From an optimization exercise on the open Yosys and OpenROAD flow, aimed at small area, a short achievable clock period and few clock cycles; shortcuts taken in it are not production practice.
At most, simulation tests tie the RTL to the original design; equivalence was not proved.
No activity file was given, so power comes from the tool's default toggle rates.

red:
==> flow/design.v (excerpt) <==
module prf_frame_codec (
    input  wire        clk,
    input  wire        rst,
    input  wire        in_valid,
    output wire        in_ready,
    input  wire [1:0]  in_op,
    input  wire [4:0]  in_kind,
    input  wire [31:0] in_data,
    input  wire [2:0]  in_nbytes,
    input  wire        in_last,
    output reg         rsp_valid,
    input  wire        rsp_ready,
    output reg  [1:0]  rsp_status,
    output wire [31:0] rsp_crc,
    output wire [31:0] rsp_rcv,
    output wire [15:0] rsp_expected,
    output wire [15:0] rsp_actual
);
==> flow/config.mk <==
export PLATFORM = sky130hd
export DESIGN_NAME = prf_frame_codec
export DESIGN_NICKNAME = prf_frame_codec
export VERILOG_FILES = /design/flow/design.v
export SDC_FILE = /design/flow/constraint.sdc
export NUM_CORES = 4
export LEC_CHECK = 0
export CAP_MARGIN = 20
export CORE_MARGIN = 2
export CORE_UTILIZATION = 40
export SLEW_MARGIN = 20
==> flow/constraint.sdc <==
create_clock -name core_clock -period 10.0 [get_ports {clk}]
set_input_delay 2.0000 -clock core_clock [delete_from_list [all_inputs] [get_ports {clk}]]
set_output_delay 2.0000 -clock core_clock [all_outputs]
set_load 0.01 [all_outputs]
standard.sh (not shown) runs the stock make flow with config.mk's settings and CLKGATE_MAP_FILE= SYNTH_SCRIPT=/design/flow/synth_recipe.tcl, a recipe that flattens the netlist after the stock synthesis.
==> flow/flow/run.sh <==
#!/bin/bash
# Layout: the standard ORFS flow (standard.sh), with plain buffers on the
# ports and timing repair aimed below the clock period.
set -euo pipefail
source flow/settings.sh
bash standard.sh "${EXTRA[@]}" finish > make_finish.log 2>&1
==> flow/flow/settings.sh <==
EXTRA=(
  "BUFFER_PORTS_ARGS=-buffer_cell sky130_fd_sc_hd__buf_2"
  "SETUP_SLACK_MARGIN=6.9"
  "TNS_END_PERCENT=0"
  "CTS_CLUSTER_SIZE=40"
  "CTS_CLUSTER_DIAMETER=100"
)
Testbench counts of red, summed over its fixed seeds: cycles 12,333.
Here is what was changed in the inputs of blue compared with red.
- CORE_UTILIZATION: 40 -> 55
==> flow/flow/settings.sh <==
EXTRA=(
  "BUFFER_PORTS_ARGS=-buffer_cell sky130_fd_sc_hd__buf_1"
  "SETUP_SLACK_MARGIN=7.05"
  "TNS_END_PERCENT=0"
  "CTS_BUF_LIST=sky130_fd_sc_hd__clkbuf_8"
  "CORE_UTILIZATION=55"
)
[summary]
Status | red and blue | clean
Estimated wirelength of the detail-placed design was lower in blue than in red.
In blue, the power came out 0.00012 W below the value in red.
Diff red -> blue: number of combinational gates with multiple inputs held steady; amount of wire on met3 after detailed routing went up; power density over the cells fell by 12 nW/µm².

========
## AL
prf_frame_codec, a different RTL version from the one above (not shown whole).
Size in the first run: ~150 I/O pins.
clock: 10.0 ns
lec_check: 0
cap_margin: 20
core_margin: 2
core_utilization: 40
slew_margin: 20
run.sh (not shown) runs the stock make flow with config.mk's settings and CLKGATE_MAP_FILE= SYNTH_SCRIPT=/design/flow/synth_recipe.tcl, a recipe that flattens the netlist after the stock synthesis.
Stock flow here: none of the scripts above is used.
What MS does differently from AL at the input level:
==> flow/flow/run.sh (new file) <==
#!/bin/bash
# Layout: the standard ORFS flow (standard.sh), with plain buffers on the
# ports and timing repair aimed below the clock period.
set -euo pipefail
source flow/settings.sh
bash standard.sh "${EXTRA[@]}" finish > make_finish.log 2>&1
==> flow/flow/settings.sh (new file) <==
EXTRA=(
  "BUFFER_PORTS_ARGS=-buffer_cell sky130_fd_sc_hd__buf_2"
  "SETUP_SLACK_MARGIN=6.5"
)
==> flow/standard.sh (new file) <==
#!/bin/bash
# synth_recipe.tcl (not shown) runs the flow's synth.tcl, then flattens the netlist and writes it again
# the make line also repeats each setting of config.mk as NAME=value (left out here)
make -C /OpenROAD-flow-scripts/flow DESIGN_CONFIG=/design/flow/config.mk WORK_HOME=/design/flow/orfs CLKGATE_MAP_FILE= SYNTH_SCRIPT=/design/flow/synth_recipe.tcl "${@:-finish}"
removed: flow/run.sh
Changes observed in MS relative to AL: number of search-and-repair iterations in the first detailed-routing pass went up 1; final critical-path setup slack now larger.
Taking AL as the reference, in MS average via count per standard cell saw little to no change, cell area -2.4%, total power down 0.000036 W.
Min wire length across AL and MS: MS
Going from AL to MS, clock skew decreased 0.0038 ns, internal cell power lost 0.000052 W, met1 routing resource usage after global routing -0.84 points, wire length on met2 shrank by 740 µm.
No run of this note included a check of the RTL's function; only the layout flow was run.

========
RTL: one of the versions met above, not the one the previous note started from.
Size in the first run: ~1000 cells after synthesis, about 13000 sq um of cells after synthesis.
clock: 10.0 ns
lec_check: 0
cap_margin: 20
core_margin: 2
core_utilization: 40
slew_margin: 20
standard.sh (not shown) runs the stock make flow with config.mk's settings and CLKGATE_MAP_FILE= SYNTH_SCRIPT=/design/flow/synth_recipe.tcl, a recipe that flattens the netlist after the stock synthesis.
==> flow/flow/run.sh <==
#!/bin/bash
# Layout: the standard ORFS flow (standard.sh), with plain buffers on the
# ports and timing repair aimed below the clock period.
set -euo pipefail
source flow/settings.sh
bash standard.sh "${EXTRA[@]}" finish > make_finish.log 2>&1
==> flow/flow/settings.sh <==
EXTRA=(
  "BUFFER_PORTS_ARGS=-buffer_cell sky130_fd_sc_hd__buf_1"
  "SETUP_SLACK_MARGIN=7.05"
  "TNS_END_PERCENT=0"
  "CTS_BUF_LIST=sky130_fd_sc_hd__clkbuf_8"
)
Testbench counts at the start, summed over its fixed seeds: cycles 12,333.
Edit:
==> flow/flow/settings.sh (replaced) <==
EXTRA=(
  "BUFFER_PORTS_ARGS=-buffer_cell sky130_fd_sc_hd__buf_2"
  "SETUP_SLACK_MARGIN=6.7"
  "TNS_END_PERCENT=0"
)
What happened: Final area came out lower by 3.3%. Via count came out lower by 3.0%. Die area does not change. Count of clock-buffer cells in the layout does not change. Clock skew came out lower by 0.0044 ns. Hold slack gets worse by 0.0074 ns. Final cell count came out lower by 4.6%. Total power came out lower by 0.67%. Wire length came out lower by 2.3%. Flip-flop and latch count is unchanged. Sequential share of layout area came out higher by 1.3 points.

## what the ideal ports hide
Ports are ideal in the flow. The routed layouts listed here were re-timed in OpenROAD. Step 1, drivers: a clkbuf_16 drives clk and a buf_2 each remaining input, both assumed. Step 2 adds t to the input delays and takes it off the output delays; t is the mean of the earliest and latest rising clock arrival at the registers after step 1. Input paths then give back, and output paths get back, about the clock's delay inside the block. Slacks: ideal ports / drivers / drivers and shift; pairs: ideal ports / drivers.
| run | shift t [ns] | setup slack, ns | cell pins on the clock port's net |
|---|---|---|---|
| red | 0.485 | 6.706 / 6.656 / 6.307 | 1 |
| blue | 0.515 | 6.866 / 6.839 / 6.408 | 1 |
| AL | 0.497 | 5.874 / 5.874 / 5.663 | 1 |
| MS | 0.506 | 6.549 / 6.549 / 6.156 | 1 |
| the first run of note 3 | 0.523 | 6.849 / 6.814 / 6.350 | 1 |
| the second run of note 3 | 0.485 | 6.550 / 6.550 / 6.127 | 1 |
After both steps every run listed still meets setup and hold. The setup slack of the first run of note 3, which loses most, moves by -0.035 ns with the drivers and by -0.499 ns with both steps.
